What follows belongs to an exercise in optimizing a design on an open flow for small area, a short achievable clock period and few clock cycles; a production flow would make more cautious choices.
Function was checked by simulation only, so behaviour that the tests miss may differ from the original.
Power figures rest on the tool's default switching activity, not on a simulated workload.

## design/flow/design.v

```verilog
module dshot_tdec (
    input  wire        clk,
    input  wire        rst,             
    input  wire        cfg_scheme,      
    input  wire [6:0]  cfg_tol,         
    input  wire        cfg_csum_inv,    
    input  wire [15:0] cfg_nom_period,  
    input  wire        in_valid,
    output wire        in_ready,
    input  wire        in_end,
    input  wire        in_level,        
    input  wire [15:0] in_high,         
    input  wire [15:0] in_len,          
    output reg         out_valid,
    output reg  [2:0]  out_status,
    output reg  [15:0] out_raw
);
    localparam [2:0] STAT_OK   = 3'd0;
    localparam [2:0] STAT_CSUM = 3'd2;
    localparam [2:0] STAT_INS  = 3'd3;
    localparam [2:0] STAT_BSF  = 3'd4;
    localparam [1:0] E_NONE = 2'd0, E_INS = 2'd1, E_BSF = 2'd2;
    localparam [1:0] A_IDLE = 2'd0, A_DIV = 2'd1, A_READY = 2'd2, A_HAND = 2'd3;
    localparam [1:0] DV_IDLE = 2'd0, DV_RUN = 2'd1, DV_DONE = 2'd2;
    localparam [1:0] OWN_A = 2'd0, OWN_IN = 2'd1, OWN_B = 2'd2;
    reg        cs;
    reg [6:0]  ctol;
    reg        cinv;
    reg [15:0] cpn;
    always @(posedge clk) begin
        cs   <= cfg_scheme;
        ctol <= cfg_tol;
        cinv <= cfg_csum_inv;
        cpn  <= cfg_nom_period;
    end
    reg        in_ready_r;
    reg        v1, e1, lv1;
    reg [15:0] h1, l1;
    reg [5:0]  cnt;
    reg [20:0] acc;           
    reg [20:0] nacc;          
    reg [15:0] ra;            
    reg [15:0] rb;            
    reg        errf;          
    reg        n0zero;        
    reg        prev_lvl;
    reg [1:0]  pend_n0;
    reg        pend_big;
    reg [15:0] sbuf [0:31];
    reg [5:0]  wptr, rptr;
    reg [15:0] bq;
    reg [1:0]  a_st;
    reg [5:0]  a_cnt;
    reg [1:0]  a_estat;
    reg [15:0] a_pmin, a_pmax;
    reg [15:0] a_pe;
    reg [15:0] a_thr;         
    reg [6:0]  a_rr;          
    reg [1:0]  dv_st;
    reg [1:0]  dv_own;
    reg [2:0]  dv_it;
    reg [20:0] dv_rem;
    reg [20:0] dv_d;
    reg [15:0] dv_q;
    reg        hv;
    reg        b_act;
    reg [5:0]  b_left;
    reg [4:0]  b_j;
    reg [1:0]  b_estat;
    reg [5:0]  b_cnt;
    reg [15:0] b_p;
    reg [15:0] tq_b, tq_1;
    reg        r1_v, r1_first, r1_last, r1_big, r1_chk, r1_err, r1_bit;
    reg [1:0]  r1_estat;
    reg [15:0] r1_d;
    reg [17:0] r1_cp;
    reg [4:0]  r1_c;
    reg        r2_v, r2_last, r2_fail;
    reg [1:0]  r2_estat;
    reg [4:0]  cum;
    reg [19:0] gr;
    reg        runerr;
    assign in_ready = in_ready_r;
    wire [17:0] tn3 = {1'b0, cpn, 1'b0} + {2'b0, cpn};
    wire [18:0] tn5 = {1'b0, cpn, 2'b0} + {3'b0, cpn};
    wire [18:0] tn7 = {cpn, 3'b0} - {3'b0, cpn};
    wire [17:0] b_t3 = {1'b0, b_p, 1'b0} + {2'b0, b_p};
    wire [18:0] b_t5 = {1'b0, b_p, 2'b0} + {3'b0, b_p};
    wire [18:0] b_t7 = {b_p, 3'b0} - {3'b0, b_p};
    wire        dv_idle = (dv_st == DV_IDLE);
    wire        dv_done = (dv_st == DV_DONE);
    wire [21:0] dv_r1  = {dv_rem, dv_q[15]};
    wire [22:0] dv_s1  = {1'b0, dv_r1} - {2'b0, dv_d};
    wire        dv_b1  = ~dv_s1[22];
    wire [20:0] dv_r1p = dv_b1 ? dv_s1[20:0] : dv_r1[20:0];
    wire [21:0] dv_r2  = {dv_r1p, dv_q[14]};
    wire [22:0] dv_s2  = {1'b0, dv_r2} - {2'b0, dv_d};
    wire        dv_b2  = ~dv_s2[22];
    wire [20:0] dv_r2p = dv_b2 ? dv_s2[20:0] : dv_r2[20:0];
    wire [21:0] dv_rem2 = {dv_rem, 1'b0};
    wire        dv_up   = (dv_rem2 >= {1'b0, dv_d});
    wire        dv_tie  = (dv_rem2 == {1'b0, dv_d});
    wire [16:0] dl    = {l1, 1'b0};
    wire        n_ge1 = (dl >= {1'b0, cpn});
    wire        n_ge3 = ({1'b0, dl} >= tn3);
    wire        n_ge5 = ({2'b0, dl} >= tn5);
    wire        n_ge7 = ({2'b0, dl} >= tn7);
    wire [1:0]  n0f   = n_ge5 ? 2'd3 : n_ge3 ? 2'd2 : n_ge1 ? 2'd1 : 2'd0;
    wire [1:0]  estat_in = cs ? ((cnt == 6'd0) ? E_INS : (errf | n0zero) ? E_BSF : E_NONE)
                              : ((cnt < 6'd16) ? E_INS : errf ? E_BSF : E_NONE);
    wire in_div_act  = !dv_idle && (dv_own == OWN_IN);
    wire need_div_in = cs && (cnt != 6'd0) && pend_big;
    wire samp_ok     = !in_div_act && (!need_div_in || dv_idle);
    wire end_ok      = (a_st == A_IDLE) && !in_div_act && ((estat_in != E_NONE) || dv_idle);
    wire proc        = v1 && (e1 ? end_ok : samp_ok);
    wire proc_samp   = proc && !e1;
    wire proc_end    = proc && e1;
    wire v1_div_a  = proc_end && (estat_in == E_NONE);
    wire v1_div_in = proc_samp && need_div_in;
    wire buf_we = proc_samp && (cs || (cnt < 6'd16));
    wire [4:0]  cum_eff  = r1_first ? 5'd0 : cum;
    wire        slow_need = r1_v && r1_big && (!r1_last || (cum_eff < 5'd18));
    wire        r1_stall = slow_need;
    wire        b_tok    = (b_estat != E_NONE);
    wire        b_issue  = b_act && !r1_stall;
    wire        b_lastis = b_tok || (b_left == 6'd1);
    wire        b_take   = (a_st == A_READY) && (!b_act || (b_issue && b_lastis));
    wire b_div = slow_need && dv_idle && !v1_div_a && !v1_div_in;
    wire dv_start = v1_div_a || v1_div_in || b_div;
    wire [15:0] bd  = bq;    
    wire [16:0] bdd = {bd, 1'b0};
    wire        ge1 = (bdd >= {1'b0, b_p});
    wire        ge3 = ({1'b0, bdd} >= b_t3);
    wire        ge5 = ({2'b0, bdd} >= b_t5);
    wire        ge7 = ({2'b0, bdd} >= b_t7);
    wire        eq1 = (bdd == {1'b0, b_p});
    wire        eq3 = ({1'b0, bdd} == b_t3);
    wire        eq5 = ({2'b0, bdd} == b_t5);
    wire [2:0]  c_f = ge7 ? 3'd4 : ge5 ? 3'd3 : ge3 ? 3'd2 : ge1 ? 3'd1 : 3'd0;
    wire [17:0] cp_f = ge7 ? {2'b0, b_p} : ge5 ? b_t3 : ge3 ? {1'b0, b_p, 1'b0} :
                       ge1 ? {2'b0, b_p} : 18'd0;
    wire        is_last = (b_left == 6'd1);
    reg [1:0] a_st_n;
    always @(*) begin
        a_st_n = a_st;
        case (a_st)
            A_IDLE:  if (proc_end) a_st_n = (estat_in == E_NONE) ? A_DIV : A_READY;
            A_DIV:   if (dv_done && dv_own == OWN_A) a_st_n = A_READY;
            A_READY: if (b_take) a_st_n = (!cs && a_estat == E_NONE) ? A_HAND : A_IDLE;
            default: if (b_issue && b_j == 5'd1) a_st_n = A_IDLE;
        endcase
    end
    reg [1:0] dv_st_n;
    reg [1:0] dv_own_n;
    always @(*) begin
        dv_st_n  = dv_st;
        dv_own_n = dv_own;
        case (dv_st)
            DV_IDLE: if (dv_start) begin
                dv_st_n  = DV_RUN;
                dv_own_n = v1_div_a ? OWN_A : v1_div_in ? OWN_IN : OWN_B;
            end
            DV_RUN:  if (dv_it == 3'd7) dv_st_n = DV_DONE;
            default: dv_st_n = DV_IDLE;
        endcase
    end
    wire [5:0] cnt_n      = proc_end ? 6'd0 : proc_samp ? cnt + 6'd1 : cnt;
    wire       pend_big_n = (proc_samp && cs) ? n_ge7 : pend_big;
    wire [5:0] wptr_n     = wptr + {5'd0, buf_we};
    wire [5:0] rptr_n     = !b_issue ? rptr : b_tok ? rptr + b_cnt : rptr + 6'd1;
    wire [5:0] occ_n      = wptr_n - rptr_n;
    wire in_div_act_n = (dv_st_n != DV_IDLE) && (dv_own_n == OWN_IN);
    wire end_ok_n     = (a_st_n == A_IDLE) && (dv_st_n == DV_IDLE);
    wire samp_ok_n    = !in_div_act_n &&
                        (!(cs && (cnt_n != 6'd0) && pend_big_n) || (dv_st_n == DV_IDLE));
    wire v1_hold      = v1 && !proc;
    wire room1 = (occ_n <= 6'd30) || (cnt_n == 6'd31);
    wire room0 = (occ_n <= 6'd31) || (cnt_n == 6'd32);
    wire ok_move = in_end ? (end_ok_n && (occ_n <= 6'd31))
                          : (samp_ok_n && room1);
    wire ok_stay = !v1_hold ? room0
                 : e1 ? (end_ok_n && (occ_n <= 6'd31))
                      : (samp_ok_n && room1);
    wire moving  = in_valid && in_ready_r;
    always @(posedge clk) begin
        if (rst) begin
            in_ready_r <= 1'b0;
            v1         <= 1'b0;
        end else begin
            in_ready_r <= moving ? ok_move : ok_stay;
            v1         <= moving || v1_hold;
        end
        if (in_ready_r) begin
            e1  <= in_end;
            lv1 <= in_level;
            h1  <= in_high;
            l1  <= in_len;
        end
    end
    always @(posedge clk) begin
        if (buf_we)
            sbuf[wptr[4:0]] <= cs ? l1 : h1;
    end
    always @(posedge clk)
        bq <= sbuf[rptr_n[4:0]];
    always @(posedge clk) begin
        if (rst) begin
            cnt    <= 6'd0;
            acc    <= 21'd0;
            nacc   <= 21'd0;
            errf   <= 1'b0;
            n0zero <= 1'b0;
            wptr   <= 6'd0;
        end else begin
            wptr <= wptr_n;
            cnt  <= cnt_n;
            if (proc_end) begin
                acc    <= 21'd0;
                nacc   <= 21'd0;
                errf   <= 1'b0;
                n0zero <= 1'b0;
            end else if (proc_samp) begin
                if (cs) begin
                    if (cnt != 6'd0 && lv1 == prev_lvl)
                        errf <= 1'b1;
                    if (cnt != 6'd0) begin
                        acc <= acc + {5'd0, ra};
                        if (!pend_big) begin
                            nacc <= nacc + {19'd0, pend_n0};
                            if (pend_n0 == 2'd0)
                                n0zero <= 1'b1;
                        end
                    end
                end else if (cnt < 6'd16) begin
                    acc <= acc + {5'd0, l1};
                    if (h1 > l1)
                        errf <= 1'b1;
                end
            end
            if (dv_done && dv_own == OWN_IN)
                nacc <= nacc + {5'd0, dv_q} + {20'd0, dv_up};
        end
    end
    always @(posedge clk) begin
        if (proc_samp) begin
            if (cs) begin
                prev_lvl <= lv1;
                ra       <= l1;
                pend_n0  <= n0f;
                pend_big <= n_ge7;
            end else if (cnt < 6'd16) begin
                if (cnt == 6'd0 || l1 < ra) ra <= l1;
                if (cnt == 6'd0 || l1 > rb) rb <= l1;
            end
        end
    end
    reg [20:0] dx, ddv;
    always @(*) begin
        if (v1_div_in) begin
            dx  = {5'd0, ra};
            ddv = {5'd0, cpn};
        end else if (v1_div_a) begin
            if (!cs) begin
                dx  = acc;
                ddv = 21'd16;
            end else if (cnt < 6'd2) begin
                dx  = {5'd0, cpn};
                ddv = 21'd1;
            end else begin
                dx  = acc;
                ddv = nacc;
            end
        end else begin
            dx  = {5'd0, r1_d};
            ddv = {5'd0, r1_cp[15:0]};
        end
    end
    wire [9:0] hz_t = {1'b0, a_rr, 2'b00} + (dv_q[1] ? {2'b0, ctol, 1'b0} : 10'd0)
                                         + (dv_q[0] ? {3'b0, ctol} : 10'd0);
    reg  [2:0] hz_dig;
    reg  [9:0] hz_sub;
    always @(*) begin
        if      (hz_t >= 10'd600) begin hz_dig = 3'd6; hz_sub = 10'd600; end
        else if (hz_t >= 10'd500) begin hz_dig = 3'd5; hz_sub = 10'd500; end
        else if (hz_t >= 10'd400) begin hz_dig = 3'd4; hz_sub = 10'd400; end
        else if (hz_t >= 10'd300) begin hz_dig = 3'd3; hz_sub = 10'd300; end
        else if (hz_t >= 10'd200) begin hz_dig = 3'd2; hz_sub = 10'd200; end
        else if (hz_t >= 10'd100) begin hz_dig = 3'd1; hz_sub = 10'd100; end
        else                      begin hz_dig = 3'd0; hz_sub = 10'd0;   end
    end
    wire [9:0] hz_rem10 = hz_t - hz_sub;
    wire [6:0] hz_rem   = hz_rem10[6:0];
    always @(posedge clk) begin
        if (rst) begin
            a_st  <= A_IDLE;
            dv_st <= DV_IDLE;
            hv    <= 1'b0;
        end else begin
            a_st  <= a_st_n;
            dv_st <= dv_st_n;
            hv    <= (dv_st == DV_RUN);
        end
        dv_own <= dv_own_n;
        if (proc_end) begin
            a_cnt   <= (!cs && cnt > 6'd16) ? 6'd16 : cnt;
            a_estat <= estat_in;
            a_pmin  <= ra;
            a_pmax  <= rb;
        end
        if (dv_start) begin
            dv_it  <= 3'd0;
            dv_rem <= {16'd0, dx[20:16]};
            dv_q   <= dx[15:0];
            dv_d   <= ddv;
        end else if (dv_st == DV_RUN) begin
            dv_it  <= dv_it + 3'd1;
            dv_rem <= dv_r2p;
            dv_q   <= {dv_q[13:0], dv_b1, dv_b2};
        end
        if (v1_div_a) begin
            a_thr <= 16'd0;
            a_rr  <= 7'd0;
        end else if (hv && dv_own == OWN_A) begin
            a_thr <= {a_thr[13:0], 2'b00} + {13'd0, hz_dig};
            a_rr  <= hz_rem;
        end
        if (dv_done && dv_own == OWN_A)
            a_pe <= dv_q;
    end
    wire [4:0] slow_c = ((dv_q[15:5] != 11'd0) || (dv_q[4:0] >= 5'd21)) ? 5'd21
                                                                         : dv_q[4:0] + {4'd0, dv_up};
    always @(posedge clk) begin
        if (rst) begin
            b_act <= 1'b0;
            rptr  <= 6'd0;
            r1_v  <= 1'b0;
        end else begin
            rptr <= rptr_n;
            if (b_issue) begin
                b_left <= b_left - 6'd1;
                b_j    <= b_j + 5'd1;
                if (b_lastis)
                    b_act <= 1'b0;
            end
            if (b_take) begin
                b_act   <= 1'b1;
                b_left  <= a_cnt;
                b_j     <= 5'd0;
                b_estat <= a_estat;
                b_cnt   <= a_cnt;
                b_p     <= a_pe;
                tq_b    <= a_thr;
            end
            if (b_issue)
                r1_v <= 1'b1;
            else if (!r1_stall)
                r1_v <= 1'b0;
        end
        if (b_issue) begin
            if (b_tok) begin
                r1_first <= 1'b1;
                r1_last  <= 1'b1;
                r1_big   <= 1'b0;
                r1_chk   <= 1'b0;
                r1_err   <= 1'b0;
                r1_bit   <= 1'b0;
                r1_c     <= 5'd0;
                r1_estat <= b_estat;
            end else begin
                r1_first <= (b_j == 5'd0);
                r1_last  <= is_last;
                r1_estat <= E_NONE;
                if (b_j == 5'd0)
                    tq_1 <= tq_b;
                if (cs) begin
                    r1_d   <= bd;
                    r1_cp  <= cp_f;
                    r1_c   <= {2'b0, c_f};
                    r1_big <= ge7;
                    r1_chk <= !is_last && !ge7;
                    r1_err <= !is_last && (!ge1 || (!ge7 && (eq1 || eq3 || eq5)));
                    r1_bit <= 1'b0;
                end else begin
                    r1_d   <= (b_j == 5'd0) ? a_pmin : a_pmax;
                    r1_cp  <= {2'b0, b_p};
                    r1_c   <= 5'd0;
                    r1_big <= 1'b0;
                    r1_chk <= (b_j < 5'd2);
                    r1_err <= eq1;
                    r1_bit <= ge1 && !eq1;
                end
            end
        end else if (dv_done && dv_own == OWN_B) begin
            r1_d   <= dv_rem[15:0];
            r1_cp  <= dv_up ? r1_cp : 18'd0;
            r1_c   <= slow_c;
            r1_big <= 1'b0;
            r1_chk <= !r1_last;
            r1_err <= r1_err || (!r1_last && dv_tie);
        end
    end
    wire [18:0] dv_hi = {1'b0, r1_cp} + {3'b0, tq_1} - {3'b0, r1_d};    
    wire [18:0] dv_lo = {3'b0, r1_d} + {3'b0, tq_1} - {1'b0, r1_cp};    
    wire        r1_fail = r1_err || (r1_chk && (dv_hi[18] || dv_lo[18]));
    wire        r1_mv = r1_v && !r1_stall;
    wire [5:0]  csum6 = {1'b0, cum_eff} + {1'b0, r1_c};
    wire [4:0]  gpos  = 5'd20 - cum_eff;
    always @(posedge clk) begin
        if (rst)
            r2_v <= 1'b0;
        else
            r2_v <= r1_mv;
        if (r1_mv) begin
            r2_fail  <= r1_fail;
            r2_last  <= r1_last;
            r2_estat <= r1_estat;
            if (cs) begin
                cum <= (csum6 > 6'd21) ? 5'd21 : csum6[4:0];
                if (r1_first)
                    gr <= 20'd0;
                else if (r1_c != 5'd0 && cum_eff != 5'd0 && cum_eff <= 5'd20)
                    gr[gpos] <= 1'b1;
            end else begin
                gr <= r1_first ? {19'd0, r1_bit} : {gr[18:0], r1_bit};
            end
        end
    end
    wire        fail = r2_fail;
    reg [4:0] nib3, nib2, nib1, nib0;
    reg [4:0] gq [0:3];
    integer   k;
    always @(*) begin
        for (k = 0; k < 4; k = k + 1) begin
            case (gr[5*k +: 5])
                5'h19: gq[k] = {1'b1, 4'h0};
                5'h1B: gq[k] = {1'b1, 4'h1};
                5'h12: gq[k] = {1'b1, 4'h2};
                5'h13: gq[k] = {1'b1, 4'h3};
                5'h1D: gq[k] = {1'b1, 4'h4};
                5'h15: gq[k] = {1'b1, 4'h5};
                5'h16: gq[k] = {1'b1, 4'h6};
                5'h17: gq[k] = {1'b1, 4'h7};
                5'h1A: gq[k] = {1'b1, 4'h8};
                5'h09: gq[k] = {1'b1, 4'h9};
                5'h0A: gq[k] = {1'b1, 4'hA};
                5'h0B: gq[k] = {1'b1, 4'hB};
                5'h1E: gq[k] = {1'b1, 4'hC};
                5'h0D: gq[k] = {1'b1, 4'hD};
                5'h0E: gq[k] = {1'b1, 4'hE};
                5'h0F: gq[k] = {1'b1, 4'hF};
                default: gq[k] = 5'd0;
            endcase
        end
        nib0 = gq[0];
        nib1 = gq[1];
        nib2 = gq[2];
        nib3 = gq[3];
    end
    wire        gcr_ok  = nib3[4] & nib2[4] & nib1[4] & nib0[4];
    wire [15:0] gcr_raw = {nib3[3:0], nib2[3:0], nib1[3:0], nib0[3:0]};
    wire [15:0] fin_raw  = cs ? gcr_raw : gr[15:0];
    wire [3:0]  fin_exp  = fin_raw[15:12] ^ fin_raw[11:8] ^ fin_raw[7:4] ^ {4{cinv}};
    wire        errs     = runerr || fail;
    reg [2:0] fin_status;
    always @(*) begin
        if (r2_estat == E_INS)
            fin_status = STAT_INS;
        else if (r2_estat == E_BSF || errs)
            fin_status = STAT_BSF;
        else if (cs && cum != 5'd21)
            fin_status = STAT_INS;
        else if (cs && !gcr_ok)
            fin_status = STAT_BSF;
        else if (fin_raw[3:0] != fin_exp)
            fin_status = STAT_CSUM;
        else
            fin_status = STAT_OK;
    end
    always @(posedge clk) begin
        if (rst) begin
            out_valid <= 1'b0;
            runerr    <= 1'b0;
        end else begin
            out_valid <= r2_v && r2_last;
            if (r2_v)
                runerr <= r2_last ? 1'b0 : (runerr || fail);
        end
        if (r2_v && r2_last) begin
            out_status <= fin_status;
            out_raw    <= fin_raw;
        end
    end
endmodule
```

## design/flow/run.sh

```bash
#!/bin/bash
# synth_recipe.tcl (not shown) runs the flow's synth.tcl, then flattens the netlist and writes it again
# the make line also repeats each setting of config.mk as NAME=value (left out here)
make -C /OpenROAD-flow-scripts/flow DESIGN_CONFIG=/design/flow/config.mk WORK_HOME=/design/flow/orfs CLKGATE_MAP_FILE= SYNTH_SCRIPT=/design/flow/synth_recipe.tcl finish
```

## design/flow/config.mk

```make
export PLATFORM = sky130hd
export DESIGN_NAME = dshot_tdec
export DESIGN_NICKNAME = dshot_tdec
export VERILOG_FILES = /design/flow/design.v
export SDC_FILE = /design/flow/constraint.sdc
export NUM_CORES = 4
export LEC_CHECK = 0
export CAP_MARGIN = 20
export CORE_MARGIN = 2
export CORE_UTILIZATION = 40
export SLEW_MARGIN = 20
```

## design/flow/constraint.sdc

```tcl
create_clock -name core_clock -period 20.0 [get_ports {clk}]
set_input_delay 4.0000 -clock core_clock [delete_from_list [all_inputs] [get_ports {clk}]]
set_output_delay 4.0000 -clock core_clock [all_outputs]
set_load 0.01 [all_outputs]
```

==> results of run 1 <==
worst paths after layout:
path / startpoint / slack (ns) / cells after the start / endpoint
max reg2reg: dv_d[7]$_DFFE_PN_ / 13.54 / 20 / dv_rem[1]$_DFFE_PP_
min: tq_b[11]$_DFFE_PP_ / 0.42 / 0 / tq_1[11]$_DFFE_PP_
max: dv_d[7]$_DFFE_PN_ / 13.54 / 20 / dv_rem[1]$_DFFE_PP_
min reg2reg: tq_b[11]$_DFFE_PP_ / 0.42 / 0 / tq_1[11]$_DFFE_PP_
layout make-up:
class / instances / area [µm²] / area share
antenna: 1 / 2.50 / 0.0000393
clock buffer: 158 / 3120 / 0.0490
clock inverter: 49 / 547 / 0.00859
inverter: 347 / 1310 / 0.0206
multi-input combinational: 3883 / 25900 / 0.407
sequential: 1021 / 28900 / 0.454
tap: 1890 / 2360 / 0.0372
timing repair buffer: 175 / 1550 / 0.0243
registers in the layout (all words and copies together), names as in the netlist, 16 cells and up:
| name | cells |
|---|---|
| acc | 21 |
| dv_rem | 21 |
| a_pe | 16 |
| sbuf | 512 |
| a_thr | 16 |
| ra | 16 |
| dv_d | 21 |
| gr | 20 |
| tq_1 | 16 |
| l1 | 16 |
| r1_d | 16 |
| rb | 16 |
| r1_cp | 18 |
| h1 | 16 |
| bq | 16 |
| a_pmin | 16 |
| dv_q | 16 |
| gq | 16 |
| b_p | 16 |
| a_pmax | 16 |
| out_raw | 16 |
| tq_b | 16 |
| nacc | 21 |
| cpn | 16 |
power groups by stage:
stage               Combinational, W  Clock [W]  Sequential, W
floorplan                   0.000924          0        0.00248
global placement             0.00123          0        0.00252
detailed placement           0.00124          0        0.00252
CTS                          0.00125    0.00210        0.00248
global route                 0.00139    0.00217        0.00248
finish                       0.00125    0.00206        0.00248
through the flow:
stage	cells	area, µm²	total power, W	hold WS, ns	utilization
after global placement	7315	59900	0.00375	0.401	0.424
after CTS	7523	63600	0.00582	0.414	0.450
after floorplan	5475	56800	0.00341	0.400	-
after detailed placement	7316	60000	0.00376	0.405	0.424
after global routing	7523	63600	0.00604	0.419	0.451
final	7524	63600	0.00579	0.415	0.451
cells by family (layout without fill, tap and decap cells):
family	count (synthesis)	in the layout	share of synthesized area
DFF	1021	1021	0.508
xor gates and xnor gates	205	205	0.0329
and+or+nand+nor	1920	1920	0.153
muxes	61	61	0.0115
buffers and inverters	571	729	0.0392
other	0	1	0
AOI/OAI and AO/OA	1216	1216	0.142
adders and majority gates	481	481	0.113
cell usage in the layout, fill, tap and decap left out, drive strengths merged, types with 113 or more instances in the layout:
cell    instances
nand2         874
edfxtp        842
ha            431
inv           351
nand3         348
a21oi         337
nor2          292
o21ai         244
dfxtp         179
clkbuf        158
xnor2         119
a21o          113
per-layer routing:
metal / wire, µm / global-route usage / share of wire
met2: 72900 / 0.341 / 0.45
met4: 4330 / 0.0624 / 0.026
met5: 67 / 0 / 0.00041
met3: 13400 / 0.0437 / 0.082
met1: 73000 / 0.314 / 0.45
==> flow_metrics.env, run 1 <==
export IMPL_yosys_most_used_dff="edfxtp_1"
export IMPL_async_flop_share=0
export IMPL_grt_usage=0.221
export IMPL_routed_via_count=42500
export IMPL_cp_arrival_ns=6.94
export IMPL_drv_cap=0
export IMPL_seq_power_share=0.428
export IMPL_required_ns=20.49
export IMPL_antenna_found_initial=9
export IMPL_synth_cell_types=108
export IMPL_layout_setup_ws_ns=13.54
export IMPL_pwr_density_cell_nw_per_um2=91.0
export IMPL_cts_tree="done"
export IMPL_start_util=0.402
export IMPL_synth_top_area_share=0.445
export IMPL_path_cells="inv_1 > ha_1 > a21oi_1 > o211ai_1 > a211oi_1 > o31a_1 > o221a_2 > mux2_2 > fa_1 > nor2b_1 > o31ai_2 > a211oi_1 > or3_1 > a31oi_1 > o311ai_0 > o2111ai_1 > nand2_1 > buf_4 > nor3_1 > a221o_1"
export IMPL_synth_cells=5475
export IMPL_cts_root_buf="clkbuf_16"
export IMPL_first_pass_iters=8
export IMPL_synth_most_common_cell="nand2_1"
export IMPL_rsz0062_at_grt="no"
export IMPL_finalHoldViolCount=0
export IMPL_netlist_area_um2=56800
export IMPL_cp_common_cell="a211oi_1"
export IMPL_routabilityCongestion=0.952
export IMPL_cp_top_family="compound AO/OA/AOI/OAI gates"
export IMPL_dieArea_um2=145000
export IMPL_cp_end_kind="flop"
export IMPL_peakVddDrop_mv=0.0817
export IMPL_drtAntennaViolNets=0
export IMPL_grt_ovfl_total=0
export IMPL_clock_latency_ns=0.77
export IMPL_start_kind="flop"
export IMPL_cts_buffer_depth=3
export IMPL_detail_route_wl_per_cell_um=21.8
export IMPL_cts_sinks=1021
export IMPL_grt_pass1_wl_mm=248
export IMPL_htreeDepth=3
export IMPL_power_frac_comb=0.216
export IMPL_synth_enable_flop_cells=842
export IMPL_grt_max_degree=150
export IMPL_synth_area_leaders="edfxtp_1 (44%), ha_1 (9.5%), dfxtp_1 (6.3%)"
export IMPL_path_clk_slew_ns=0.07
export IMPL_finalSetupViolCount=0
export IMPL_clock_fmax_ghz=0.155
export IMPL_yosysWarnings=2
export IMPL_leakage_nw=24.8
export IMPL_slew_violations=0
export IMPL_port_buffers=82
export IMPL_finClkSkew_ns=0.0642
export IMPL_coreArea_um2=141000
export IMPL_routed_wl_mm=164
export IMPL_grt_pass1_vias=40400
export IMPL_drive_above_1_share=0.0683
export IMPL_ys_ff_latch=1021
export IMPL_cts_resized=0
export IMPL_seq_area_frac_synth=0.508
export IMPL_dp_slack_ns=13.57
export IMPL_die_y_um=381
export IMPL_p_clk_frac=0.355
export IMPL_die_w_um=381
export IMPL_layout_min_cycle_time_ns=6.46
export IMPL_drt_iter0_drc=4097
export IMPL_max_slew_margin=0.210
export IMPL_via_per_inst=5.65
export IMPL_io_pins=83
export IMPL_outcome="finished clean"
export IMPL_tightest_slew_ns=1.18
export IMPL_hpwl_mm=113
export IMPL_synth_area_leader_cell="edfxtp_1"
export IMPL_critical_path_max_fanout=39
export IMPL_cpMaxStageDelayCell="o221a_2"
export IMPL_cp_slowest_stage_delay_ns=0.72
export IMPL_ctsHoldBuffers=0
export IMPL_nets=6080
export IMPL_rows=138
export IMPL_syn_area_per_cell_um2=10.4
export IMPL_p_switching_w=0.00173
export IMPL_synthToLayoutAreaGrowth_pct=12.0
export IMPL_worst_path_buf_inv=2
export IMPL_hp_class="flop to flop"
export IMPL_postCtsSetupRepairBufs=0
export IMPL_setup_tns_ns=0
export IMPL_p_sw_frac=0.299
export IMPL_p_int_w=0.00406
export IMPL_synthTopCellsByCount="nand2_1 (874), edfxtp_1 (842), ha_1 (431)"
export IMPL_drc=0
export IMPL_synth_nets=6018
export IMPL_min_period_over_period=0.323
export IMPL_setup_worst_path_class="flop to flop"
export IMPL_fillers=13300
export IMPL_cts_buffers=109
Testbench counts, summed over its fixed seeds: cycles 16,269.
==> run 2, diff against run 1 <==
--- a/design/flow/design.v
+++ b/design/flow/design.v
@@ -71,3 +71,3 @@
     reg [15:0] b_p;
-    reg [15:0] tq_b, tq_1;
+    reg [15:0] tq_1;
     reg        r1_v, r1_first, r1_last, r1_big, r1_chk, r1_err, r1_bit;
@@ -87,17 +87,18 @@
     wire [17:0] b_t3 = {1'b0, b_p, 1'b0} + {2'b0, b_p};
-    wire [18:0] b_t5 = {1'b0, b_p, 2'b0} + {3'b0, b_p};
-    wire [18:0] b_t7 = {b_p, 3'b0} - {3'b0, b_p};
     wire        dv_idle = (dv_st == DV_IDLE);
     wire        dv_done = (dv_st == DV_DONE);
-    wire [21:0] dv_r1  = {dv_rem, dv_q[15]};
-    wire [22:0] dv_s1  = {1'b0, dv_r1} - {2'b0, dv_d};
-    wire        dv_b1  = ~dv_s1[22];
-    wire [20:0] dv_r1p = dv_b1 ? dv_s1[20:0] : dv_r1[20:0];
-    wire [21:0] dv_r2  = {dv_r1p, dv_q[14]};
-    wire [22:0] dv_s2  = {1'b0, dv_r2} - {2'b0, dv_d};
-    wire        dv_b2  = ~dv_s2[22];
-    wire [20:0] dv_r2p = dv_b2 ? dv_s2[20:0] : dv_r2[20:0];
-    wire [21:0] dv_rem2 = {dv_rem, 1'b0};
-    wire        dv_up   = (dv_rem2 >= {1'b0, dv_d});
-    wire        dv_tie  = (dv_rem2 == {1'b0, dv_d});
+    wire [22:0] dv_r4  = {dv_rem, dv_q[15], dv_q[14]};
+    wire [22:0] dv_d3  = {2'b0, dv_d} + {1'b0, dv_d, 1'b0};
+    wire [23:0] dv_s1  = {1'b0, dv_r4} - {3'b0, dv_d};
+    wire [23:0] dv_s2  = {1'b0, dv_r4} - {2'b0, dv_d, 1'b0};
+    wire [23:0] dv_s3  = {1'b0, dv_r4} - {1'b0, dv_d3};
+    wire        dv_g1  = ~dv_s1[23];
+    wire        dv_g2  = ~dv_s2[23];
+    wire        dv_g3  = ~dv_s3[23];
+    wire        dv_b1  = dv_g2;
+    wire        dv_b2  = dv_g3 | (dv_g1 & ~dv_g2);
+    wire [20:0] dv_r2p = dv_g3 ? dv_s3[20:0] : dv_g2 ? dv_s2[20:0] : dv_g1 ? dv_s1[20:0] : dv_r4[20:0];
+    wire [22:0] dv_t   = {1'b0, dv_rem, 1'b0} - {2'b0, dv_d};
+    wire        dv_up   = ~dv_t[22];
+    wire        dv_tie  = (dv_t == 23'd0);
     wire [16:0] dl    = {l1, 1'b0};
@@ -131,9 +132,13 @@
     wire [16:0] bdd = {bd, 1'b0};
-    wire        ge1 = (bdd >= {1'b0, b_p});
-    wire        ge3 = ({1'b0, bdd} >= b_t3);
-    wire        ge5 = ({2'b0, bdd} >= b_t5);
-    wire        ge7 = ({2'b0, bdd} >= b_t7);
-    wire        eq1 = (bdd == {1'b0, b_p});
-    wire        eq3 = ({1'b0, bdd} == b_t3);
-    wire        eq5 = ({2'b0, bdd} == b_t5);
+    wire [19:0] by1 = {3'b0, bdd} - {4'b0, b_p};
+    wire [19:0] by3 = {3'b0, bdd} - {3'b0, b_p, 1'b0} - {4'b0, b_p};
+    wire [19:0] by5 = {3'b0, bdd} - {2'b0, b_p, 2'b0} - {4'b0, b_p};
+    wire [19:0] by7 = {3'b0, bdd} - {1'b0, b_p, 3'b0} + {4'b0, b_p};
+    wire        ge1 = !by1[19];
+    wire        ge3 = !by3[19];
+    wire        ge5 = !by5[19];
+    wire        ge7 = !by7[19];
+    wire        eq1 = (by1 == 20'd0);
+    wire        eq3 = (by3 == 20'd0);
+    wire        eq5 = (by5 == 20'd0);
     wire [2:0]  c_f = ge7 ? 3'd4 : ge5 ? 3'd3 : ge3 ? 3'd2 : ge1 ? 3'd1 : 3'd0;
@@ -148,4 +153,4 @@
             A_DIV:   if (dv_done && dv_own == OWN_A) a_st_n = A_READY;
-            A_READY: if (b_take) a_st_n = (!cs && a_estat == E_NONE) ? A_HAND : A_IDLE;
-            default: if (b_issue && b_j == 5'd1) a_st_n = A_IDLE;
+            A_READY: if (b_take) a_st_n = (a_estat == E_NONE) ? A_HAND : A_IDLE;
+            default: if (b_issue && (cs || b_j == 5'd1)) a_st_n = A_IDLE;
         endcase
@@ -169,3 +174,3 @@
     wire [5:0] wptr_n     = wptr + {5'd0, buf_we};
-    wire [5:0] rptr_n     = !b_issue ? rptr : b_tok ? rptr + b_cnt : rptr + 6'd1;
+    wire [5:0] rptr_n     = rptr + (!b_issue ? 6'd0 : b_tok ? b_cnt : 6'd1);
     wire [5:0] occ_n      = wptr_n - rptr_n;
@@ -192,3 +197,3 @@
         end
-        if (in_ready_r) begin
+        if (!v1_hold) begin
             e1  <= in_end;
@@ -205,2 +210,6 @@
         bq <= sbuf[rptr_n[4:0]];
+    wire [20:0] acc_sum  = acc + {5'd0, cs ? ra : l1};
+    wire        nacc_div = dv_done && (dv_own == OWN_IN);
+    wire [20:0] nacc_sum = nacc + (nacc_div ? {5'd0, dv_q} : {19'd0, pend_n0})
+                                + {20'd0, nacc_div && dv_up};
     always @(posedge clk) begin
@@ -226,5 +235,5 @@
                     if (cnt != 6'd0) begin
-                        acc <= acc + {5'd0, ra};
+                        acc <= acc_sum;
                         if (!pend_big) begin
-                            nacc <= nacc + {19'd0, pend_n0};
+                            nacc <= nacc_sum;
                             if (pend_n0 == 2'd0)
@@ -234,3 +243,3 @@
                 end else if (cnt < 6'd16) begin
-                    acc <= acc + {5'd0, l1};
+                    acc <= acc_sum;
                     if (h1 > l1)
@@ -239,4 +248,4 @@
             end
-            if (dv_done && dv_own == OWN_IN)
-                nacc <= nacc + {5'd0, dv_q} + {20'd0, dv_up};
+            if (nacc_div)
+                nacc <= nacc_sum;
         end
@@ -351,3 +360,2 @@
                 b_p     <= a_pe;
-                tq_b    <= a_thr;
             end
@@ -373,3 +381,3 @@
                 if (b_j == 5'd0)
-                    tq_1 <= tq_b;
+                    tq_1 <= a_thr;
                 if (cs) begin
--- a/design/flow/config.mk
+++ b/design/flow/config.mk
@@ -9,3 +9,6 @@
 export CORE_MARGIN = 2
-export CORE_UTILIZATION = 40
+export CORE_UTILIZATION = 55
+export CTS_BUF_LIST = sky130_fd_sc_hd__clkbuf_8 sky130_fd_sc_hd__clkbuf_16
+export CTS_CLUSTER_DIAMETER = 50
+export CTS_CLUSTER_SIZE = 20
 export SLEW_MARGIN = 20
==> run 2 against run 1 <==
Net effect:
- still clean on timing, DRC and antenna
- clock power grew 3%
- setup slack better by 0.32 ns
- power up 2.6%
- clock skew decreased by 0.0056 ns
- non-clock buffer count down 10
- worst hold slack gained 0.0011 ns
- first-iteration DRC count rose by 3.8%
- fmax is 5.2% higher
- sequential share of layout area decreased by 2.1 points
- global-route usage up 8.2 points
- critical endpoint is now bq[1]$_DFF_P_
- largest power group unchanged
==> flow_metrics.env, run 2 <==
export IMPL_r2r_start="r1_first$_SDFFCE_PN1N_"
export IMPL_p_sw_frac=0.324
export IMPL_syn_area_per_cell_um2=11.4
export IMPL_dieArea_um2=110000
export IMPL_clock_latency_ns=0.74
export IMPL_yosys_area_share_simple=0.100
export IMPL_drv_cap=0
export IMPL_io_pins=83
export IMPL_cp_end_kind="flop"
export IMPL_synth_cells=5168
export IMPL_largest_reg_flops=512
export IMPL_nets=5879
export IMPL_layout_commonest_cell="edfxtp_1"
export IMPL_cts_buffers=108
export IMPL_critical_path_max_fanout=54
export IMPL_max_slew_margin=0.246
export IMPL_cts_tree="done"
export IMPL_leakage_nw=26.0
export IMPL_synth_compound_area_share=0.142
export IMPL_ctsHoldBuffers=0
export IMPL_drc=0
export IMPL_first_pass_iters=8
export IMPL_grt_ovfl_total=0
export IMPL_min_period_over_period=0.307
export IMPL_totalPowerFinal_w=0.00594
export IMPL_finalSetupViolCount=0
export IMPL_p_switching_w=0.00193
export IMPL_hp_class="flop to flop"
export IMPL_clock_fmax_ghz=0.163
export IMPL_yosysWarnings=2
export IMPL_rsz0062_at_grt="no"
export IMPL_antenna_found_initial=6
export IMPL_detail_route_wl_per_cell_um=24.7
export IMPL_slew_violations=0
export IMPL_path_clk_slew_ns=0.07
export IMPL_r2r_slack_ns=13.86
export IMPL_yosys_most_used_dff="edfxtp_1"
export IMPL_p_int_w=0.00401
export IMPL_synth_most_common_cell="edfxtp_1"
export IMPL_synth_enable_flop_cells=826
export IMPL_synth_area_leaders="edfxtp_1 (42%), ha_1 (9.7%), dfxtp_1 (6.1%)"
export IMPL_htreeDepth=3
export IMPL_synth_nets=5771
export IMPL_cp_arrival_ns=6.78
export IMPL_peakVddDrop_mv=0.0767
export IMPL_rows=120
export IMPL_start_util=0.554
export IMPL_port_buffers=82
export IMPL_seq_power_share=0.408
export IMPL_power_frac_comb=0.234
export IMPL_drive_above_1_share=0.103
export IMPL_synth_top_family_by_area="compound AO/OA/AOI/OAI gates"
export IMPL_outcome="finished clean"
export IMPL_drt_iter0_drc=4252
export IMPL_finClkSkew_ns=0.0585
export IMPL_holdPathStages=0
export IMPL_cts_sinks=1005
export IMPL_synth_cell_types=110
export IMPL_async_flop_share=0
export IMPL_cts_resized=0
export IMPL_drtAntennaViolNets=0
export IMPL_routabilityCongestion=0.922
export IMPL_grt_pass1_vias=40500
export IMPL_pwr_density_cell_nw_per_um2=90.4
export IMPL_synth_top_area_share=0.419
export IMPL_cts_buffer_depth=3
export IMPL_synth_area_leader_cell="edfxtp_1"
export IMPL_rr_worst_depth=12
export IMPL_coreArea_um2=107000
export IMPL_synthTopCellsByCount="edfxtp_1 (826), ha_1 (457), inv_1 (431)"
export IMPL_final_cell_mix="edfxtp_1 (826), ha_1 (456), inv_1 (431), nor2_1 (385), a21oi_1 (350)"
export IMPL_hpwl_mm=121
export IMPL_synthMuxAreaShare=0.0767
export IMPL_r2r_end="bq[1]$_DFF_P_"
export IMPL_synth_xor_area_frac=0.0370
export IMPL_required_ns=20.64
export IMPL_grt_max_degree=65
export IMPL_setup_worst_path_class="flop to flop"
export IMPL_die_w_um=332
export IMPL_die_y_um=332
export IMPL_via_per_inst=6.19
export IMPL_setup_tns_ns=0
export IMPL_grt_pass1_wl_mm=253
export IMPL_p_clk_frac=0.357
export IMPL_postCtsSetupRepairBufs=0
export IMPL_routed_via_count=41900
export IMPL_synth_adder_area_share=0.125
export IMPL_finalHoldViolCount=0
export IMPL_grt_usage=0.303
export IMPL_start_kind="flop"
export IMPL_layout_min_cycle_time_ns=6.14
export IMPL_routed_wl_mm=168
export IMPL_cts_root_buf="clkbuf_16"
export IMPL_netlist_area_um2=59200
export IMPL_tightest_slew_ns=1.13
export IMPL_ys_ff_latch=1005
export IMPL_min_delay_start="a_pe[2]$_DFFE_PP_"
export IMPL_worstHoldEndpoint="b_p[2]$_DFFE_PP_"
export IMPL_synthToLayoutAreaGrowth_pct=11.0
export IMPL_seq_area_frac_synth=0.480
[run 2: cell type report]
type / count / area (µm²)
diodes: 3 / 7.51
multi-input cells: 3564 / 28600
clock inverters: 96 / 1140
fillers: 8625 / 41200
repair buffers: 165 / 1440
inverters: 432 / 1620
well taps: 1403 / 1760
flip-flops and latches: 1005 / 28400
clock buffers: 109 / 2730
[run 2: logic make-up after synthesis]
| group | count (synthesis) |
|---|---|
| muxes | 268 |
| and+or+nand+nor | 1251 |
| adders and majority gates | 541 |
| buffers and inverters | 599 |
| AOI/OAI and AO/OA | 1265 |
| DFF | 1005 |
| xor gates and xnor gates | 239 |
[run 2: worst max path at each step]
stage | start | to | depth (start not counted)
floorplan | rst | b_cnt[0]$_DFFE_PP_ | 3
CTS | r1_first$_SDFFCE_PN1N_ | bq[1]$_DFF_P_ | 12
finish | r1_first$_SDFFCE_PN1N_ | bq[1]$_DFF_P_ | 12
detailed placement | r1_first$_SDFFCE_PN1N_ | bq[1]$_DFF_P_ | 12
global route | r1_first$_SDFFCE_PN1N_ | bq[1]$_DFF_P_ | 12
global placement | r1_first$_SDFFCE_PN1N_ | bq[1]$_DFF_P_ | 12
[run 2: layer usage]
layer | vias to the layer above | part of all wire | global-route usage
met5 | - | 0.000072 | 0
met4 | 2 | 0.029 | 0.0851
met3 | 249 | 0.068 | 0.0379
met2 | 1471 | 0.45 | 0.467
met1 | 20700 | 0.46 | 0.453
li1 | 19500 | - | -
[run 2: worst max-delay path, stage by stage (launching register included)]
cell	delay [ns]
edfxtp_1	0.80
nor2b_4	0.56
a41oi_4	0.15
buf_4	0.31
nor2_1	0.28
nand2_1	0.15
fa_4	1.25
buf_4	0.58
buf_4	0.73
mux4_2	0.42
mux2i_1	0.36
mux4_2	0.31
inv_1	0.03
[run 2: metrics by stage]
step / cell area, µm² / util / std cells / hold WS [ns] / setup slack, ns
2_1_floorplan: 59200 / - / 5168 / 0.400 / 14.16
3_3_place_gp: 61800 / 0.578 / 6568 / 0.401 / 13.95
3_5_place_dp: 61800 / 0.578 / 6569 / 0.405 / 13.81
4_1_cts: 65700 / 0.614 / 6774 / 0.416 / 13.83
5_1_grt: 65700 / 0.614 / 6774 / 0.429 / 13.52
6_report: 65700 / 0.614 / 6777 / 0.416 / 13.86
[run 2: power groups by stage]
| stage | Combinational [W] | Sequential (W) | Clock, W |
|---|---|---|---|
| detailed placement | 0.00137 | 0.00247 | 0 |
| global route | 0.00153 | 0.00243 | 0.00223 |
| finish | 0.00139 | 0.00242 | 0.00212 |
| CTS | 0.00138 | 0.00242 | 0.00215 |
| global placement | 0.00136 | 0.00247 | 0 |
| floorplan | 0.00102 | 0.00242 | 0 |
Testbench counts of run 2, summed over its fixed seeds: cycles 16,290.
==> run 3, diff against run 2 <==
--- a/design/flow/config.mk
+++ b/design/flow/config.mk
@@ -9,6 +9,4 @@
 export CORE_MARGIN = 2
-export CORE_UTILIZATION = 55
-export CTS_BUF_LIST = sky130_fd_sc_hd__clkbuf_8 sky130_fd_sc_hd__clkbuf_16
-export CTS_CLUSTER_DIAMETER = 50
-export CTS_CLUSTER_SIZE = 20
+export CORE_UTILIZATION = 60
+export CTS_BUF_LIST = sky130_fd_sc_hd__clkbuf_8
 export SLEW_MARGIN = 20
==> run 3 against run 2 <==
Net effect:
- synthesized cell count did not move
- power fell by 4.6%
- clock-buffer cell count rose by 70
- critical path depth rose by 10
- sequential power barely moved
==> flow_metrics.env, run 3 <==
export IMPL_outcome="finished clean"
export IMPL_p_int_w=0.00385
export IMPL_largest_reg_flops=512
export IMPL_met3_usage=0.0553
export IMPL_layout_min_cycle_time_ns=6.09
export IMPL_synth_top_area_share=0.419
export IMPL_final_util=0.663
export IMPL_synth_area_leader_cell="edfxtp_1"
export IMPL_cp_end_kind="flop"
export IMPL_drive_above_1_share=0.104
export IMPL_required_ns=20.80
export IMPL_via_per_inst=6.30
export IMPL_setup_worst_path_class="flop to flop"
export IMPL_detail_route_wl_per_cell_um=24.5
export IMPL_port_buffers=82
export IMPL_synth_top_family_by_area="compound AO/OA/AOI/OAI gates"
export IMPL_cpMaxStageDelayCell="a2111oi_1"
export IMPL_p_sw_frac=0.320
export IMPL_grtUsageMet2=0.492
export IMPL_cts_tree="done"
export IMPL_dp_cells=6446
export IMPL_nets=5930
export IMPL_r2r_end="nacc[18]$_SDFFE_PP0P_"
export IMPL_hpwl_mm=119
export IMPL_slew_violations=0
export IMPL_start_kind="flop"
export IMPL_syn_area_per_cell_um2=11.4
export IMPL_stdcell_count=6759
export IMPL_ctsHoldBuffers=0
export IMPL_r2r_slack_ns=13.91
export IMPL_grt_ovfl_total=0
export IMPL_finalSetupViolCount=0
export IMPL_synth_cells=5168
export IMPL_synth_most_common_cell="edfxtp_1"
export IMPL_placed_cell_area_um2=61600
export IMPL_cp_slowest_stage_delay_ns=0.80
export IMPL_worstHoldEndpoint="b_p[3]$_DFFE_PP_"
export IMPL_leakage_nw=26.0
export IMPL_rr_worst_depth=22
export IMPL_p_switching_w=0.00181
export IMPL_seq_power_share=0.428
export IMPL_totalPowerFinal_w=0.00566
export IMPL_r2r_start="dv_d[9]$_DFFE_PN_"
export IMPL_die_y_um=318
export IMPL_synthMuxAreaShare=0.0767
export IMPL_final_cell_mix="edfxtp_1 (826), inv_1 (480), ha_1 (456), nor2_1 (387), a21oi_1 (350)"
export IMPL_synth_cell_types=110
export IMPL_grt_pass1_wl_mm=249
export IMPL_synth_area_leaders="edfxtp_1 (42%), ha_1 (9.7%), dfxtp_1 (6.1%)"
export IMPL_pwr_density_cell_nw_per_um2=87.1
export IMPL_drv_cap=0
export IMPL_finalHoldViolCount=0
export IMPL_antenna_found_initial=6
export IMPL_clock_fmax_ghz=0.164
export IMPL_drtAntennaViolNets=0
export IMPL_layout_commonest_cell="edfxtp_1"
export IMPL_cts_buffer_depth=3
export IMPL_power_frac_comb=0.245
export IMPL_yosys_most_used_dff="edfxtp_1"
export IMPL_ys_ff_latch=1005
export IMPL_synth_xor_area_frac=0.0370
export IMPL_dieArea_um2=101000
export IMPL_synth_compound_area_share=0.142
export IMPL_grt_max_degree=80
export IMPL_design_area_um2=65000
export IMPL_path_clk_slew_ns=0.06
export IMPL_htreeDepth=4
export IMPL_drc=0
export IMPL_clock_latency_ns=0.87
export IMPL_top_usage_layer="met2"
export IMPL_min_period_over_period=0.305
export IMPL_finClkSkew_ns=0.0440
export IMPL_peakVddDrop_mv=0.0704
export IMPL_seq_area_frac_synth=0.480
export IMPL_cts_buffers=165
export IMPL_path_cells="inv_1 > ha_1 > a21oi_1 > o21ai_1 > a221oi_1 > o21ai_0 > a2111oi_1 > nand2_1 > nand2_1 > fa_1 > inv_1 > fa_1 > a21o_1 > a21o_1 > a2111oi_0 > nor2_1 > a31oi_1 > a21oi_1 > a41oi_1 > a211oi_2 > a31oi_1 > a41o_1"
export IMPL_rsz0062_at_grt="no"
export IMPL_routed_via_count=42600
export IMPL_routed_wl_mm=166
export IMPL_tightest_slew_ns=1.14
export IMPL_netlist_area_um2=59200
export IMPL_max_slew_margin=0.237
export IMPL_synth_enable_flop_cells=826
export IMPL_first_pass_iters=7
export IMPL_cts_sinks=1005
export IMPL_cts_resized=0
export IMPL_synthToLayoutAreaGrowth_pct=9.88
export IMPL_postCtsSetupRepairBufs=0
export IMPL_min_delay_start="a_pe[3]$_DFFE_PP_"
export IMPL_synthTopCellsByCount="edfxtp_1 (826), ha_1 (457), inv_1 (431)"
export IMPL_synth_adder_area_share=0.125
export IMPL_coreArea_um2=98100
export IMPL_critical_path_max_fanout=9
export IMPL_yosys_area_share_simple=0.100
export IMPL_die_w_um=318
export IMPL_grt_pass1_vias=40700
export IMPL_setup_tns_ns=0
export IMPL_routabilityCongestion=0.937
export IMPL_start_util=0.603
export IMPL_holdPathStages=0
export IMPL_p_clk_frac=0.327
export IMPL_cp_arrival_ns=6.89
export IMPL_async_flop_share=0
export IMPL_io_pins=83
export IMPL_met1_usage=0.488
export IMPL_hp_class="flop to flop"
export IMPL_drt_iter0_drc=4855
export IMPL_cts_root_buf="clkbuf_8"
export IMPL_yosysWarnings=2
export IMPL_synth_nets=5771
export IMPL_rows=115
export IMPL_grt_usage=0.327
-- run 3: cell types whose count changed in the layout (fill, tap and decap cells not counted), sizes merged --
| cell | change |
|---|---|
| clkbuf | +70 |
| clkinv | +19 |
| inv | +15 |
| buf | -6 |
| clkinvlp | -6 |
| bufinv | +4 |
| diode | +2 |
-- run 3: worst max-delay path: cells and delay by family (launching register included) --
family          cells  cell delay, ns
compound gates     14            3.63
fa+ha+maj           3            0.98
buf+inv             2            0.24
flops               1            0.36
simple gates        3            0.82
-- run 3: area by class of cell --
| type | instances | area (µm²) |
|---|---|---|
| Antenna cell | 5 | 12.5 |
| Sequential cell | 1005 | 28400 |
| Multi-Input combinational cell | 3564 | 28600 |
| Timing Repair Buffer | 159 | 1390 |
| Clock buffer | 179 | 2460 |
| Clock inverter | 128 | 941 |
| Inverter | 432 | 1620 |
| Fill cell | 7503 | 33100 |
| Tap cell | 1287 | 1610 |
-- run 3: cell families (layout without fill, tap and decap cells) --
logic type,Yosys count,after routing
compound gates,1265,1265
simple gates,1251,1251
flops,1005,1005
buf+inv,599,898
fa+ha+maj,541,541
mux,268,268
xor+xnor,239,239
other cells,0,5
-- run 3: per-stage QoR --
stage,worst slack (ns),hold slack (ns)
6_report,13.91,0.418
5_1_grt,13.50,0.425
4_1_cts,13.97,0.418
3_5_place_dp,13.99,0.405
3_3_place_gp,13.99,0.403
2_1_floorplan,14.16,0.400
-- run 3: worst max-delay path by stage --
| stage | depth (start not counted) | from | slack [ns] | end |
|---|---|---|---|---|
| floorplan | 3 | rst | 14.16 | b_cnt[0]$_DFFE_PP_ |
| global placement | 17 | r1_first$_SDFFCE_PN1N_ | 13.99 | in_ready_r$_SDFF_PP0_ |
| detailed placement | 17 | r1_first$_SDFFCE_PN1N_ | 13.99 | in_ready_r$_SDFF_PP0_ |
| CTS | 1 | in_ready_r$_SDFF_PP0_ | 13.97 | in_ready |
| global route | 22 | dv_d[12]$_DFFE_PN_ | 13.50 | nacc[20]$_SDFFE_PP0P_ |
| finish | 22 | dv_d[9]$_DFFE_PN_ | 13.91 | nacc[18]$_SDFFE_PP0P_ |
-- run 3: per-layer routing --
metal | wire length (µm) | up-vias | part of all wire
li1 | - | 19600 | -
met5 | 31 | - | 0.00019
met2 | 73100 | 1827 | 0.44
met3 | 14500 | 301 | 0.087
met1 | 73400 | 20800 | 0.44
met4 | 4720 | 4 | 0.028
-- run 3: power by group through the flow --
| stage | Sequential [W] | Clock, W | Combinational, W |
|---|---|---|---|
| CTS | 0.00242 | 0.00187 | 0.00137 |
| floorplan | 0.00242 | 0 | 0.00102 |
| detailed placement | 0.00247 | 0 | 0.00136 |
| finish | 0.00242 | 0.00185 | 0.00139 |
| global placement | 0.00246 | 0 | 0.00135 |
| global route | 0.00243 | 0.00196 | 0.00153 |
==> run 4, diff against run 3 <==
--- a/design/flow/config.mk
+++ b/design/flow/config.mk
@@ -10,3 +10,3 @@
 export CORE_UTILIZATION = 60
-export CTS_BUF_LIST = sky130_fd_sc_hd__clkbuf_8
+export CTS_BUF_LIST = sky130_fd_sc_hd__clkbuf_4 sky130_fd_sc_hd__clkbuf_8
 export SLEW_MARGIN = 20
==> run 4 against run 3 <==
Net effect:
- largest power group unchanged
- utilization rose by 0.19 points
- first-iteration DRC count shrank 5.2%
- still clean on timing, DRC and antenna
- fmax down 0.17%
- setup slack worse by 0.010 ns
==> flow_metrics.env, run 4 <==
export IMPL_synthTopCellsByCount="edfxtp_1 (826), ha_1 (457), inv_1 (431)"
export IMPL_routed_wl_mm=166
export IMPL_finalHoldViolCount=0
export IMPL_drv_cap=0
export IMPL_first_pass_iters=7
export IMPL_via_per_inst=6.30
export IMPL_setup_worst_path_class="flop to flop"
export IMPL_regArea_um2=28400
export IMPL_yosys_most_used_dff="edfxtp_1"
export IMPL_synth_enable_flop_cells=826
export IMPL_yosysWarnings=2
export IMPL_nets=5930
export IMPL_cts_buffer_depth=3
export IMPL_slew_violations=0
export IMPL_layout_commonest_cell="edfxtp_1"
export IMPL_hp_class="flop to flop"
export IMPL_largest_reg_flops=512
export IMPL_start_util=0.603
export IMPL_grt_ovfl_total=0
export IMPL_required_ns=20.81
export IMPL_clock_latency_ns=0.88
export IMPL_yosys_area_share_simple=0.100
export IMPL_syn_area_per_cell_um2=11.4
export IMPL_r2r_start="dv_d[12]$_DFFE_PN_"
export IMPL_p_clk_frac=0.338
export IMPL_synth_most_common_cell="edfxtp_1"
export IMPL_grt_pass1_vias=40600
export IMPL_cts_root_buf="clkbuf_8"
export IMPL_cts_buffers=165
export IMPL_p_sw_frac=0.315
export IMPL_async_flop_share=0
export IMPL_synthToLayoutAreaGrowth_pct=10.2
export IMPL_io_pins=83
export IMPL_rr_worst_depth=22
export IMPL_routabilityCongestion=0.937
export IMPL_leakage_nw=26.0
export IMPL_cts_tree="done"
export IMPL_seq_area_frac_synth=0.480
export IMPL_rows=115
export IMPL_start_kind="flop"
export IMPL_hpwl_mm=119
export IMPL_r2r_slack_ns=13.90
export IMPL_outcome="finished clean"
export IMPL_synth_xor_area_frac=0.0370
export IMPL_synth_compound_area_share=0.142
export IMPL_cp_end_kind="flop"
export IMPL_synth_top_family_by_area="compound AO/OA/AOI/OAI gates"
export IMPL_port_buffers=82
export IMPL_finalSetupViolCount=0
export IMPL_multi_input_area_um2=28600
export IMPL_final_cell_mix="edfxtp_1 (826), ha_1 (456), inv_1 (429), nor2_1 (387), a21oi_1 (350)"
export IMPL_synth_cell_types=110
export IMPL_critical_path_max_fanout=9
export IMPL_pwr_density_cell_nw_per_um2=88.3
export IMPL_seq_power_share=0.421
export IMPL_layout_min_cycle_time_ns=6.10
export IMPL_p_switching_w=0.00181
export IMPL_detail_route_wl_per_cell_um=24.5
export IMPL_antenna_found_initial=7
export IMPL_die_y_um=318
export IMPL_ctsHoldBuffers=0
export IMPL_power_frac_comb=0.241
export IMPL_htreeDepth=4
export IMPL_max_slew_margin=0.223
export IMPL_grt_pass1_wl_mm=249
export IMPL_routed_via_count=42600
export IMPL_finClkSkew_ns=0.0509
export IMPL_min_period_over_period=0.305
export IMPL_path_clk_slew_ns=0.06
export IMPL_grt_usage=0.327
export IMPL_finalHoldWorstSlack_ns=0.412
export IMPL_cp_arrival_ns=6.91
export IMPL_fillers=7472
export IMPL_clock_fmax_ghz=0.164
export IMPL_grt_max_degree=80
export IMPL_ys_ff_latch=1005
export IMPL_dieArea_um2=101000
export IMPL_synth_nets=5771
export IMPL_setup_tns_ns=0
export IMPL_drc=0
export IMPL_synth_adder_area_share=0.125
export IMPL_r2r_end="nacc[18]$_SDFFE_PP0P_"
export IMPL_coreArea_um2=98100
export IMPL_synth_area_leader_cell="edfxtp_1"
export IMPL_synth_cells=5168
export IMPL_cp_startpoint="dv_d[12]$_DFFE_PN_"
export IMPL_rsz0062_at_grt="no"
export IMPL_synth_area_leaders="edfxtp_1 (42%), ha_1 (9.7%), dfxtp_1 (6.1%)"
export IMPL_tightest_slew_ns=1.16
export IMPL_cp_endpoint="nacc[18]$_SDFFE_PP0P_"
export IMPL_cts_resized=0
export IMPL_peakVddDrop_mv=0.0792
export IMPL_die_w_um=318
export IMPL_postCtsSetupRepairBufs=0
export IMPL_p_int_w=0.00394
export IMPL_synth_top_area_share=0.419
export IMPL_drtAntennaViolNets=0
export IMPL_drive_above_1_share=0.114
export IMPL_netlist_area_um2=59200
export IMPL_cts_sinks=1005
export IMPL_synthMuxAreaShare=0.0767
export IMPL_drt_iter0_drc=4604
## run 4: cell counts after synthesis
Identical to the previous run, type by type.
## run 4: power groups by stage
stage | logic [W] | registers (W) | clock network, W
final | 0.00139 | 0.00242 | 0.00195
after global routing | 0.00153 | 0.00243 | 0.00205
after CTS | 0.00137 | 0.00242 | 0.00197
after detailed placement | 0.00136 | 0.00247 | 0
after global placement | 0.00135 | 0.00246 | 0
after floorplan | 0.00102 | 0.00242 | 0
## run 4: worst max-delay path: stages (launching register included)
cell	delay [ns]
edfxtp_1	0.37
inv_1	0.19
ha_1	0.38
a21oi_1	0.28
nand2_1	0.11
a221oi_1	0.29
o21ai_0	0.11
a2111oi_1	0.80
nand2_1	0.50
nand2_1	0.21
fa_1	0.21
inv_1	0.05
fa_1	0.40
a21o_1	0.17
a21o_1	0.21
a2111oi_0	0.45
nor2_1	0.13
a31oi_1	0.24
a21oi_1	0.16
a41oi_1	0.31
a211oi_2	0.17
a31oi_1	0.22
a41o_1	0.11
## run 4: per-stage QoR
stage / cell area, µm² / total power (W) / utilization / std cells / setup slack, ns
6_report: 65200 / 0.00576 / 0.665 / 6758 / 13.90
5_1_grt: 65200 / 0.00601 / 0.664 / 6755 / 13.50
4_1_cts: 65200 / 0.00575 / 0.664 / 6753 / 13.97
3_5_place_dp: 61600 / 0.00382 / 0.628 / 6446 / 13.99
3_3_place_gp: 61600 / 0.00382 / 0.628 / 6446 / 13.99
2_1_floorplan: 59200 / 0.00343 / - / 5168 / 14.16
## run 4: how the worst min path moves through the flow
| stage | from | to | slack, ns | depth (start not counted) |
|---|---|---|---|---|
| after floorplan | a_pe[0]$_DFFE_PP_ | b_p[0]$_DFFE_PP_ | 0.40 | 0 |
| after global placement | a_pe[3]$_DFFE_PP_ | b_p[3]$_DFFE_PP_ | 0.40 | 0 |
| after detailed placement | a_pe[15]$_DFFE_PP_ | b_p[15]$_DFFE_PP_ | 0.41 | 0 |
| after CTS | r1_estat[0]$_SDFFCE_PP0N_ | r2_estat[0]$_DFFE_PP_ | 0.42 | 0 |
| after global routing | r1_estat[0]$_SDFFCE_PP0N_ | r2_estat[0]$_DFFE_PP_ | 0.42 | 0 |
| final | r1_estat[0]$_SDFFCE_PP0N_ | r2_estat[0]$_DFFE_PP_ | 0.41 | 0 |
## run 4: final cells by class
type,instances,share of cell area
multi-input cells,3564,0.438
inverters,432,0.0249
flip-flops and latches,1005,0.435
clock buffers,230,0.0437
diodes,4,0.000154
well taps,1287,0.0247
clock inverters,77,0.0115
repair buffers,159,0.0214
## run 4: routing by layer
metal  track usage  part of all wire  up-vias
met4        0.0996             0.029        8
li1              -                 -    19600
met5             0           0.00058        -
met2         0.492              0.44     1890
met3        0.0542             0.092      322
met1         0.488              0.44    20800
## run 4: kinds of logic (layout without fill, tap and decap cells)
| family | Yosys count | count (layout) |
|---|---|---|
| multiplexers | 268 | 268 |
| buffers and inverters | 599 | 898 |
| adder cells (fa/ha/maj) | 541 | 541 |
| AO/OA/AOI/OAI | 1265 | 1265 |
| flip-flops | 1005 | 1005 |
| other | 0 | 4 |
| AND/OR/NAND/NOR | 1251 | 1251 |
| XOR/XNOR | 239 | 239 |
==> run 5, diff against run 4 <==
--- a/design/flow/config.mk
+++ b/design/flow/config.mk
@@ -9,4 +9,3 @@
 export CORE_MARGIN = 2
-export CORE_UTILIZATION = 60
-export CTS_BUF_LIST = sky130_fd_sc_hd__clkbuf_4 sky130_fd_sc_hd__clkbuf_8
+export CORE_UTILIZATION = 40
 export SLEW_MARGIN = 20
==> run 5 against run 4 <==
Net effect:
- still clean
- register-to-register slack better by 0.28 ns
- global-route usage down 11 points
- non-clock buffer count unchanged
- clock power up 6%
- setup slack better by 0.25 ns
- critical endpoint is now in_ready
- largest cell class unchanged
- highest routed layer unchanged
==> flow_metrics.env, run 5 <==
export IMPL_placed_cell_area_um2=62400
export IMPL_drv_cap=0
export IMPL_htreeDepth=3
export IMPL_cp_top_family="buffers and inverters"
export IMPL_finalHoldViolCount=0
export IMPL_finalSetupViolCount=0
export IMPL_detail_route_wl_per_cell_um=22.7
export IMPL_drive_above_1_share=0.0967
export IMPL_final_cell_mix="edfxtp_1 (826), ha_1 (456), inv_1 (429), nor2_1 (387), a21oi_1 (350)"
export IMPL_grt_max_degree=101
export IMPL_grt_ovfl_total=0
export IMPL_ys_ff_latch=1005
export IMPL_netlist_area_um2=59200
export IMPL_rsz0062_at_grt="no"
export IMPL_synthToLayoutAreaGrowth_pct=11.8
export IMPL_seq_area_frac_synth=0.480
export IMPL_hpwl_mm=120
export IMPL_cp_slowest_stage_delay_ns=0.61
export IMPL_cts_sinks=1005
export IMPL_fillers=13400
export IMPL_holdPathStages=0
export IMPL_setup_tns_ns=0
export IMPL_routabilityCongestion=0.945
export IMPL_synth_nets=5771
export IMPL_synth_top_area_share=0.419
export IMPL_via_per_inst=5.72
export IMPL_synth_cell_types=110
export IMPL_synth_area_leader_cell="edfxtp_1"
export IMPL_outcome="finished clean"
export IMPL_leakage_nw=25.9
export IMPL_routed_via_count=41800
export IMPL_slew_violations=0
export IMPL_grt_pass1_wl_mm=251
export IMPL_peakVddDrop_mv=0.0722
export IMPL_cp_arrival_ns=1.85
export IMPL_synth_most_common_cell="edfxtp_1"
export IMPL_grt_usage=0.217
export IMPL_required_ns=16.00
export IMPL_rr_worst_depth=22
export IMPL_ctsHoldBuffers=0
export IMPL_start_kind="flop"
export IMPL_drc=0
export IMPL_port_buffers=82
export IMPL_cpMaxStageDelayCell="clkdlybuf4s50_1"
export IMPL_path_clk_slew_ns=0.06
export IMPL_setup_worst_path_class="flop to primary output"
export IMPL_design_area_um2=66100
export IMPL_nets=5874
export IMPL_drtAntennaViolNets=0
export IMPL_synth_enable_flop_cells=826
export IMPL_path_cells="clkdlybuf4s50_1"
export IMPL_finClkSkew_ns=0.0937
export IMPL_cts_buffer_depth=3
export IMPL_coreArea_um2=147000
export IMPL_max_slew_margin=0.231
export IMPL_largest_reg_flops=512
export IMPL_postCtsSetupRepairBufs=0
export IMPL_grt_pass1_vias=40400
export IMPL_die_y_um=389
export IMPL_cts_buffers=109
export IMPL_dieArea_um2=151000
export IMPL_routed_wl_mm=166
export IMPL_critical_path_max_fanout=3
export IMPL_cp_num_cells=1
export IMPL_layout_min_cycle_time_ns=5.85
export IMPL_min_period_over_period=0.292
export IMPL_cp_end_kind="primary output"
export IMPL_clock_fmax_ghz=0.171
export IMPL_start_util=0.402
export IMPL_cts_tree="done"
export IMPL_rows=141
export IMPL_syn_area_per_cell_um2=11.4
export IMPL_die_w_um=389
export IMPL_hp_class="flop to flop"
export IMPL_cts_resized=0
export IMPL_io_pins=83
export IMPL_yosysWarnings=2
export IMPL_pwr_density_cell_nw_per_um2=88.5
export IMPL_antenna_found_initial=9
export IMPL_layout_commonest_cell="edfxtp_1"
export IMPL_clock_latency_ns=0.78
export IMPL_tightest_slew_ns=1.15
export IMPL_synth_cells=5168
export IMPL_yosys_most_used_dff="edfxtp_1"
export IMPL_async_flop_share=0
export IMPL_worst_path_buf_inv=1
export IMPL_cts_root_buf="clkbuf_16"
export IMPL_drt_iter0_drc=3828
export IMPL_synthTopCellsByCount="edfxtp_1 (826), ha_1 (457), inv_1 (431)"
export IMPL_first_pass_iters=9
export IMPL_synth_area_leaders="edfxtp_1 (42%), ha_1 (9.7%), dfxtp_1 (6.1%)"
-- run 5: cell count changes in the layout (fill, tap and decap cells not counted), sizes merged --
cell	previous run	this run
clkbuf	230	147
inv	439	438
clkinvlp	2	4
diode	4	1
clkinv	59	41
-- run 5: stage by stage --
step                      hold WS [ns]  instances  utilization  setup slack [ns]  power [W]
after floorplan                  0.400       5168            -             14.16    0.00343
after detailed placement         0.406       7089        0.424             14.13    0.00381
after global routing             0.426       7297        0.449             13.68    0.00613
after CTS                        0.420       7296        0.449             14.10    0.00587
after global placement           0.403       7088        0.424             14.16    0.00380
final                            0.423       7298        0.449             14.15    0.00586
-- run 5: routing by layer --
layer	GRT usage	share of wire
met1	0.314	0.45
met2	0.342	0.45
met3	0.0304	0.072
met4	0.0614	0.025
met5	0	0.00025
-- run 5: cell families after synthesis --
group	count (synthesis)	share of synthesized area
DFF	1005	0.480
xor gates and xnor gates	239	0.0370
and+or+nand+nor	1251	0.100
AOI/OAI and AO/OA	1265	0.142
muxes	268	0.0767
adders and majority gates	541	0.125
buffers and inverters	599	0.0393
-- run 5: power by group --
part           internal, W  switching, W  total [W]
logic             0.000550      0.000825    0.00138
clock network      0.00118      0.000880    0.00206
registers          0.00233     0.0000874    0.00242
-- run 5: area by class of cell --
type	count	area [µm²]	share of cell area
tap	1930	2410	0.0365
inverter	432	1620	0.0245
sequential	1005	28400	0.429
clock inverter	60	711	0.0107
clock buffer	147	3000	0.0454
timing repair buffer	159	1400	0.0212
multi-input combinational	3564	28600	0.432
antenna	1	2.50	0.0000378
-- run 5: worst paths after layout --
check	from	end	slack (ns)
max	in_ready_r$_SDFF_PP0_	in_ready	14.15
max reg2reg	dv_d[9]$_DFFE_PN_	nacc[16]$_SDFFE_PP0P_	14.18
min	a_pe[3]$_DFFE_PP_	b_p[3]$_DFFE_PP_	0.42
min reg2reg	a_pe[3]$_DFFE_PP_	b_p[3]$_DFFE_PP_	0.42

==> static timing again, ports no longer ideal <==
Ports are ideal in the flow. The routed layouts listed here were re-timed in OpenROAD. Step 1 assumes that a clkbuf_16 drives the clock port and a buf_2 every other input. Step 2 also shifts input and output timing later by t, the mid clock arrival at the registers, as if the neighbouring blocks saw the same clock. a / b / c = no drivers / after step 1 / after step 2; a / b = the first two.
run | t, ns | setup slack, ns
run 1 | 0.826 | 13.540 / 13.540 / 13.540
run 2 | 0.782 | 13.859 / 13.859 / 13.859
run 3 | 0.920 | 13.908 / 13.908 / 13.908
run 4 | 0.920 | 13.898 / 13.898 / 13.898
run 5 | 0.811 | 14.150 / 14.067 / 14.143
After both steps every run listed still meets setup and hold.
